This design comes from an exercise in tuning for small area, a short achievable clock period and few clock cycles per item on the open sky130 flow, not from production work. RTL that was checked went through simulation tests only; none was proved equivalent to the original. Power figures rest on the tool's default switching activity, not on a simulated workload.

== job 4195 ==
// ssaf_chdec
module ssaf_chdec (
    input  wire        clk,
    input  wire        rst,         
    input  wire        cmd_valid,
    output wire        cmd_ready,
    input  wire [31:0] cmd_s,
    input  wire [31:0] cmd_d,
    input  wire        k_valid,
    output wire        k_ready,
    input  wire [5:0]  k_data,
    input  wire        d_valid,
    output wire        d_ready,
    input  wire [31:0] d_off,
    input  wire [31:0] d_len,
    input  wire        in_valid,
    output wire        in_ready,
    input  wire [31:0] in_data,
    output reg         out_valid,
    input  wire        out_ready,
    output reg  [31:0] out_data,
    output reg         out_last
);
    integer i;
    function [31:0] pand32;
        input [31:0] x;
        integer l, j;
        reg [31:0] r;
        begin
            r = x;
            for (l = 0; l < 5; l = l + 1)
                for (j = 0; j < 32; j = j + 1)
  ...
For scale: roughly 3300 cells after synthesis, roughly 210 I/O pins, about 25000 sq um of cells after synthesis.
clock: 10.0 ns
lec_check: 0
abc_area: 1
cap_margin: 20
core_margin: 2
core_utilization: 40
place_density: 0.6
slew_margin: 20
standard.sh (not shown) runs the stock make flow with config.mk's settings and CLKGATE_MAP_FILE= SYNTH_SCRIPT=/design/flow/synth_recipe.tcl, a recipe that flattens the netlist after the stock synthesis.
==> flow/flow/run.sh <==
#!/bin/bash
# The standard layout (standard.sh: the standard synthesis and ORFS
# steps), with the port buffers made of buf_2 cells instead of the delay
# buffers buffer_ports picks by default, and timing repair asked for 6 ns
# of setup slack. make's output goes to standard_make.log; each ORFS step
# keeps its own log under orfs/logs/.
set -euo pipefail
bash standard.sh finish "BUFFER_PORTS_ARGS=-buffer_cell sky130_fd_sc_hd__buf_2" \
    SETUP_SLACK_MARGIN=6 > standard_make.log 2>&1
In summary, job 4195 completed successfully, with a layout that passed the timing, DRC and antenna checks.
Testbench counts of job 4195, summed over its fixed seeds: cycles 100,927, items 100,391.
The inputs of job 3788 differ from those of job 4195 as listed below.
# job 4195
export LEC_CHECK = 0
export ABC_AREA = 1
export CAP_MARGIN = 20
export CORE_MARGIN = 2
export CORE_UTILIZATION = 40
export PLACE_DENSITY = 0.6
export SLEW_MARGIN = 20
create_clock -name core_clock -period 10.0 [get_ports {clk}]
# job 3788
export LEC_CHECK = 0
export ABC_AREA = 1
export CAP_MARGIN = 20
export CORE_MARGIN = 2
export CORE_UTILIZATION = 50
export PLACE_DENSITY = 0.65
export SLEW_MARGIN = 20
create_clock -name core_clock -period 10.0 [get_ports {clk}]
==> flow/flow/run.sh <==
#!/bin/bash
# The standard layout (standard.sh: the standard synthesis and ORFS
# steps), with the port buffers made of buf_2 cells instead of the delay
# buffers buffer_ports picks by default, and timing repair asked for 5.5 ns
# of setup slack. make's output goes to standard_make.log; each ORFS step
# keeps its own log under orfs/logs/.
set -euo pipefail
bash standard.sh finish "BUFFER_PORTS_ARGS=-buffer_cell sky130_fd_sc_hd__buf_2" \
    SETUP_SLACK_MARGIN=5.5 > standard_make.log 2>&1
[summary]
- No stage failed in job 3788, and the final checks on the layout all came back clean.
- Compared with job 4195, maximum frequency in job 3788 decreased slightly.
- Compared with job 4195, in job 3788 switching power shrank by 0.077 mW; total power lower; worst hold slack roughly the same; combinational power went down.
- Critical path launch point: k[5]$_DFFE_PP_ -> job 3788, k[3]$_DFFE_PP_ -> job 4195
- Sequential share of cell area: job 3788 vs job 4195 up 3.7 points
- Lower data arrival time of the critical path goes to job 4195 over job 3788.
- Compared to job 4195, job 3788 has wire length 7.7% lower.
- Final cell area excluding filler cells: job 3788 lower than job 4195
What job 7740 does differently from job 3788 at the input level:
# job 3788
export LEC_CHECK = 0
export ABC_AREA = 1
export CAP_MARGIN = 20
export CORE_MARGIN = 2
export CORE_UTILIZATION = 50
export PLACE_DENSITY = 0.65
export SLEW_MARGIN = 20
create_clock -name core_clock -period 10.0 [get_ports {clk}]
# job 7740
export LEC_CHECK = 0
export ABC_AREA = 1
export CAP_MARGIN = 20
export CORE_MARGIN = 2
export CORE_UTILIZATION = 40
export PLACE_DENSITY = 0.6
export SLEW_MARGIN = 20
create_clock -name core_clock -period 10.0 [get_ports {clk}]
==> flow/flow/run.sh <==
#!/bin/bash
# The standard layout (standard.sh: the standard synthesis and ORFS
# steps), with the port buffers made of buf_2 cells instead of the delay
# buffers buffer_ports picks by default, and timing repair asked for 5.75 ns
# of setup slack. make's output goes to standard_make.log; each ORFS step
# keeps its own log under orfs/logs/.
set -euo pipefail
bash standard.sh finish "BUFFER_PORTS_ARGS=-buffer_cell sky130_fd_sc_hd__buf_2" \
    SETUP_SLACK_MARGIN=5.75 > standard_make.log 2>&1
## What came out
- Changes observed in job 7740 relative to job 3788: critical path depth higher; routed length on met1 higher; post-route worst setup slack higher; clock skew higher; area of all placed cells without fillers higher.
- Against job 3788, job 7740 comes in 40 ps lower on data arrival time of the critical path.
- Job 7740: global-route wire length before repair higher than job 3788
- Internal reg-to-reg setup slack on job 7740 is up relative to job 3788.
- Job 7740 has area growth from synthesis to layout above what job 3788 had.
- Density: job 7740 sparser than job 3788
- Via count of the first global-routing pass, job 7740 and job 3788, lower one = job 7740.
> inputs changed (job 7740 -> job 6419)
# job 7740
export LEC_CHECK = 0
export ABC_AREA = 1
export CAP_MARGIN = 20
export CORE_MARGIN = 2
export CORE_UTILIZATION = 40
export PLACE_DENSITY = 0.6
export SLEW_MARGIN = 20
create_clock -name core_clock -period 10.0 [get_ports {clk}]
# job 6419
export LEC_CHECK = 0
export ABC_AREA = 1
export CAP_MARGIN = 20
export CORE_MARGIN = 2
export CORE_UTILIZATION = 40
export CTS_BUF_LIST = sky130_fd_sc_hd__clkbuf_4
export PLACE_DENSITY = 0.6
export SLEW_MARGIN = 20
create_clock -name core_clock -period 10.0 [get_ports {clk}]
### Flow results
Count of flip-flops with a built-in enable after synthesis came out exactly the same in job 6419 and job 7740.
The setup slack of job 6419 is smaller than that of job 7740.
Where final instance area is concerned, job 7740 is outperformed by job 6419.
Of the two values seen for destination of the critical timing path, p[3]$_SDFF_PP0_ was produced by job 7740 and w0[9]$_DFFE_PP_ by job 6419.
Job 6419: full flow OK, the timing, DRC and antenna checks passed
diff inputs: job 6419 => job 2143
# job 6419
export LEC_CHECK = 0
export ABC_AREA = 1
export CAP_MARGIN = 20
export CORE_MARGIN = 2
export CORE_UTILIZATION = 40
export CTS_BUF_LIST = sky130_fd_sc_hd__clkbuf_4
export PLACE_DENSITY = 0.6
export SLEW_MARGIN = 20
create_clock -name core_clock -period 10.0 [get_ports {clk}]
# job 2143
export LEC_CHECK = 0
export ABC_AREA = 1
export CAP_MARGIN = 20
export CORE_MARGIN = 2
export CORE_UTILIZATION = 40
export PLACE_DENSITY = 0.6
export SLEW_MARGIN = 20
create_clock -name core_clock -period 10.0 [get_ports {clk}]
==> flow/flow/run.sh <==
#!/bin/bash
# The standard layout (standard.sh: the standard synthesis and ORFS
# steps), with the port buffers made of buf_2 cells instead of the delay
# buffers buffer_ports picks by default, and timing repair asked for 5.5 ns
# of setup slack. make's output goes to standard_make.log; each ORFS step
# keeps its own log under orfs/logs/.
set -euo pipefail
bash standard.sh finish "BUFFER_PORTS_ARGS=-buffer_cell sky130_fd_sc_hd__buf_2" \
    SETUP_SLACK_MARGIN=5.5 > standard_make.log 2>&1
Findings:
- The final layout from job 2143, which completed every stage, passed the timing, DRC and antenna checks at the end of the flow.
- Diff job 6419 -> job 2143: insertion delay to the later sink of the worst-skew pair fell by 310 ps; met2 routing resource usage after global routing fell by 0.77 points.
- Job 6419 reports its worst setup path startpoint as k[4]$_DFFE_PP_ while job 2143 reports p_f[3]$_DFF_P_.
- Comparing job 2143 against job 6419, there is no change at all in initial core utilization.

* * *

Another version of the RTL of ssaf_chdec (not shown whole).
Size in the first run: ~3000 cells after synthesis, roughly 340 flip-flops, ~210 I/O pins, ~0.028 mm² of cells after synthesis.
Design ssaf_chdec, start of the top module:
module ssaf_chdec (
    input  wire        clk,
    input  wire        rst,         
    input  wire        cmd_valid,
    output wire        cmd_ready,
    input  wire [31:0] cmd_s,
    input  wire [31:0] cmd_d,
    input  wire        k_valid,
    output wire        k_ready,
    input  wire [5:0]  k_data,
    input  wire        d_valid,
    output wire        d_ready,
    input  wire [31:0] d_off,
    input  wire [31:0] d_len,
    input  wire        in_valid,
    output wire        in_ready,
    input  wire [31:0] in_data,
    output reg         out_valid,
    input  wire        out_ready,
    output reg  [31:0] out_data,
    output reg         out_last
);
    reg        active;
    reg [31:0] s_left;       
    reg [31:0] d_left;       
    reg [31:0] pos;          
    reg        have_desc;
    reg        in_run;       
    reg [31:0] cur_off;
    reg [31:0] cur_len;
    reg [11:0] cidx;         
    reg        need_k;
    reg [5:0]  k;
    reg [31:0] w0, w1;
    reg        v0, v1;
    reg [4:0]  p;
    reg [1:0]  cw_mode;
    reg        zv;
    reg [31:0] z;
    reg        zfirst;       
    reg        zlast;
    reg [15:0] y2;
    wire out_free = !out_valid || out_ready;
    wire zfree    = !zv || out_free;
    wire d_nz    = (d_left != 32'd0);
    wire s_nz    = (s_left != 32'd0);
    wire at_off  = (pos == cur_off);
    wire len_nz  = (cur_len != 32'd0);
    wire want_d  = !have_desc && d_nz;
    wire zrun    = have_desc && (in_run || at_off);
    wire zslot   = zrun && len_nz;
    wire zskip   = zrun && !len_nz;
    wire lit     = active && !want_d && !zrun && s_nz;
    wire done    = active && !want_d && !have_desc && !s_nz;
    assign cmd_ready = !active;
    assign d_ready   = active && want_d;
    assign k_ready   = lit && need_k;
    assign in_ready  = !v1;
    wire [63:0] B  = {w0, w1};
    wire [46:0] f1 = p[4] ? B[47:1]  : B[63:17];
    wire [38:0] f2 = p[3] ? f1[38:0] : f1[46:8];
    wire [34:0] f3 = p[2] ? f2[34:0] : f2[38:4];
    wire [32:0] f4 = p[1] ? f3[32:0] : f3[34:2];
    wire [31:0] W  = p[0] ? f4[31:0] : f4[32:1];
    wire [5:0]  a     = v1 ? 6'd32 : (v0 ? (6'd32 - {1'b0, p}) : 6'd0);
    reg  [5:0]  u;
    integer i;
    always @(*) begin
        u = 6'd32;
        for (i = 0; i < 32; i = i + 1)
            if (!W[i]) u = 6'd31 - i[5:0];
    end
  ...
clock: 10.0 ns
lec_check: 0
abc_clock_period_in_ps: 4000
cap_margin: 20
core_margin: 2
core_utilization: 40
place_density: 0.6
setup_slack_margin: 5
slew_margin: 20
run.sh (not shown) runs the stock make flow with config.mk's settings and CLKGATE_MAP_FILE= SYNTH_SCRIPT=/design/flow/synth_recipe.tcl, a recipe that flattens the netlist after the stock synthesis.
Stock flow here: none of the scripts above is used.
Then changed:
- ABC_CLOCK_PERIOD_IN_PS: 4000 -> not set
- SETUP_SLACK_MARGIN: 5 -> not set
Flip-flop and latch count stays the same.
Combinational power shrinks by 22%.
Register-to-register slack gets worse by 1.9 ns.
Wire length shrinks by 8.4%.
Worst hold slack gets better by 0.0073 ns.
Maximum frequency shrinks by 21%.
Cell area shrinks by 10%.
Power shrinks by 6.6%.
No run of this note included a check of the RTL's function; only the layout flow was run.

* * *

Setup of lane 1:
Another version of the RTL of ssaf_chdec (not shown whole).
Size: ~4100 cells after synthesis, about 310 flip-flops.
// ssaf_chdec
module ssaf_chdec (
    input  wire        clk,
    input  wire        rst,         
    input  wire        cmd_valid,
    output wire        cmd_ready,
    input  wire [31:0] cmd_s,
    input  wire [31:0] cmd_d,
    input  wire        k_valid,
    output wire        k_ready,
    input  wire [5:0]  k_data,
    input  wire        d_valid,
    output wire        d_ready,
    input  wire [31:0] d_off,
    input  wire [31:0] d_len,
    input  wire        in_valid,
    output wire        in_ready,
    input  wire [31:0] in_data,
    output reg         out_valid,
    input  wire        out_ready,
    output reg  [31:0] out_data,
    output reg         out_last
);
Settings: LEC_CHECK=0, ABC_AREA=1, CAP_MARGIN=20, CORE_MARGIN=2, CORE_UTILIZATION=40, PLACE_DENSITY=0.6, SETUP_SLACK_MARGIN=5, SLEW_MARGIN=20; clock period 10.0 ns.
standard.sh (not shown) runs the stock make flow with config.mk's settings and CLKGATE_MAP_FILE= SYNTH_SCRIPT=/design/flow/synth_recipe.tcl, a recipe that flattens the netlist after the stock synthesis.
==> flow/flow/run.sh <==
#!/bin/bash
# The standard layout (standard.sh: the standard synthesis and ORFS
# steps), with the port buffers made of buf_2 cells instead of the delay
# buffers buffer_ports picks by default. make's output goes to
# standard_make.log; each ORFS step keeps its own log under orfs/logs/.
set -euo pipefail
bash standard.sh finish "BUFFER_PORTS_ARGS=-buffer_cell sky130_fd_sc_hd__buf_2" > standard_make.log 2>&1
### lane 1 -> lane 2
- setting ABC_CLOCK_PERIOD_IN_PS to 4000 for the first time
- removing ABC_AREA (formerly 1)
- Summary of lane 2 over lane 1: post-place instance area saw an increase; arithmetic-cell share of the synthesized area counting full adders, half adders and majority gates stayed essentially flat; non-clock buffer area fraction after layout picked up an extra 1.1 points; layout overhead on the synthesized area picked up an extra 2.0 points.
- Lane 1 reports its beginning of the critical path as p[4] while lane 2 reports hsel.
No functional check of the RTL was part of any run of this note.

* * *

== rev 12 ==
Another version of the RTL of ssaf_chdec (not shown whole).
Size: roughly 400 flip-flops, ~210 I/O pins, ~31000 sq um of cells after synthesis.
clock: 10.0 ns
lec_check: 0
abc_clock_period_in_ps: 4000
cap_margin: 20
core_margin: 2
core_utilization: 40
place_density: 0.6
setup_slack_margin: 5
slew_margin: 20
run.sh (not shown) runs the stock make flow with config.mk's settings and CLKGATE_MAP_FILE= SYNTH_SCRIPT=/design/flow/synth_recipe.tcl, a recipe that flattens the netlist after the stock synthesis.
Stock flow here: none of the scripts above is used.
> inputs changed (rev 12 -> rev 13)
- clearing ABC_CLOCK_PERIOD_IN_PS, which used to be 4000
- clearing SETUP_SLACK_MARGIN, which used to be 5
==> comparison <==
[compare] base=rev 12 new=rev 13: footprint of the multi-input gates -120 sq um, final area dropped 160 sq um, total nets after synthesis has remained practically unchanged.
In terms of via count of the first global-routing pass, rev 13 and rev 12 differ only marginally.
Summary — worst slew margin relative to its limit, rev 13 relative to rev 12: higher, by 7.1 points.
Number of ordinary and repair buffers in the finished layout shrinks by a few percent when moving from rev 12 to rev 13.
Power: rev 13 draws more than rev 12
Looking at area added between synthesis and finish across rev 13 and rev 12, the one that comes out lower is rev 13.
Function was not checked in any run of this note: the RTL went through the layout flow alone.

* * *

Another version of the RTL of ssaf_chdec (not shown whole).
For scale: about 3100 cells after synthesis, roughly 310 flip-flops.
// ssaf_chdec
module ssaf_chdec (
    input  wire        clk,
    input  wire        rst,         
    input  wire        cmd_valid,
    output wire        cmd_ready,
    input  wire [31:0] cmd_s,
    input  wire [31:0] cmd_d,
    input  wire        k_valid,
    output wire        k_ready,
    input  wire [5:0]  k_data,
    input  wire        d_valid,
    output wire        d_ready,
    input  wire [31:0] d_off,
    input  wire [31:0] d_len,
    input  wire        in_valid,
    output wire        in_ready,
    input  wire [31:0] in_data,
    output reg         out_valid,
    input  wire        out_ready,
    output reg  [31:0] out_data,
    output reg         out_last
);
Settings: LEC_CHECK=0, ABC_CLOCK_PERIOD_IN_PS=4000, CAP_MARGIN=20, CORE_MARGIN=2, CORE_UTILIZATION=40, PLACE_DENSITY=0.6, SLEW_MARGIN=20; clock period 10.0 ns.
standard.sh (not shown) runs the stock make flow with config.mk's settings and CLKGATE_MAP_FILE= SYNTH_SCRIPT=/design/flow/synth_recipe.tcl, a recipe that flattens the netlist after the stock synthesis.
==> flow/flow/run.sh <==
#!/bin/bash
# The standard layout (standard.sh: the standard synthesis and ORFS
# steps), with the port buffers made of buf_2 cells instead of the delay
# buffers buffer_ports picks by default, and timing repair asked for 5.5 ns
# of setup slack. make's output goes to standard_make.log; each ORFS step
# keeps its own log under orfs/logs/.
set -euo pipefail
bash standard.sh finish "BUFFER_PORTS_ARGS=-buffer_cell sky130_fd_sc_hd__buf_2" \
    SETUP_SLACK_MARGIN=5.5 > standard_make.log 2>&1
The baseline finished clean.
Then changed:
==> flow/flow/run.sh (replaced) <==
#!/bin/bash
# The standard layout (standard.sh: the standard synthesis and ORFS
# steps), with the port buffers made of buf_2 cells instead of the delay
# buffers buffer_ports picks by default. make's output goes to
# standard_make.log; each ORFS step keeps its own log under orfs/logs/.
set -euo pipefail
bash standard.sh finish "BUFFER_PORTS_ARGS=-buffer_cell sky130_fd_sc_hd__buf_2" > standard_make.log 2>&1
Settings changed: SETUP_SLACK_MARGIN from default to 5.
The new run completed with no timing, DRC or antenna violations. Worst hold slack got worse by 0.0098 ns. Worst setup slack got worse by 0.29 ns. Sequential cell count stays the same.
No functional check of the RTL was part of any run of this note.

[port drivers added, routing unchanged]
In the flow no input, the clock included, has a driving cell. The finished layouts below were timed again as built, in two steps. Step 1 assumes that a clkbuf_16 drives the clock port and a buf_2 every other input. Step 2 times the ports against the registers' clock, not the clock port: input delays grow and output delays shrink by t, the midpoint of the rising clock arrivals with the driver on. Slacks: ideal ports / drivers / drivers and shift; pairs: ideal ports / drivers.
run	t (ns)	slack for setup (ns)	worst hold slack (ns)	worst setup path after step 2	worst data-port slew with drivers (ns)
job 4195	0.629	5.741 / 5.741 / 5.557	0.416 / 0.416 / 0.416	input to register	0.08
job 3788	0.619	5.669 / 5.669 / 5.106	0.415 / 0.415 / 0.415	input to register	0.12
job 7740	0.637	5.878 / 5.878 / 5.320	0.418 / 0.418 / 0.418	input to register	0.07
job 6419	0.906	5.765 / 5.733 / 5.014	0.371 / 0.371 / 0.371	input to register	0.07
job 2143	0.638	5.593 / 5.593 / 5.256	0.424 / 0.424 / 0.424	input to register	0.08
the first run of note 2	0.635	2.659 / 2.659 / 2.659	0.419 / 0.419 / 0.419	register to register	0.08
the second run of note 2	0.622	0.722 / 0.722 / 0.722	0.427 / 0.427 / 0.427	register to register	0.09
lane 1	0.631	5.109 / 5.109 / 4.527	0.419 / 0.419 / 0.419	input to register	0.07
lane 2	0.645	5.124 / 5.124 / 4.579	0.433 / 0.433 / 0.433	input to register	0.07
rev 12	0.675	5.094 / 5.094 / 4.514	0.416 / 0.416 / 0.416	input to register	0.09
rev 13	0.663	3.845 / 3.845 / 3.271	0.418 / 0.418 / 0.418	input to register	0.08
the first run of note 5	0.624	5.349 / 5.349 / 4.915	0.432 / 0.432 / 0.432	input to register	0.13
the second run of note 5	0.643	5.059 / 5.059 / 4.639	0.422 / 0.422 / 0.422	input to register	0.09
After both steps setup and hold are still met in every run listed. The setup slack of job 6419, which loses most, moves by -0.032 ns with the drivers and by -0.751 ns with both steps.
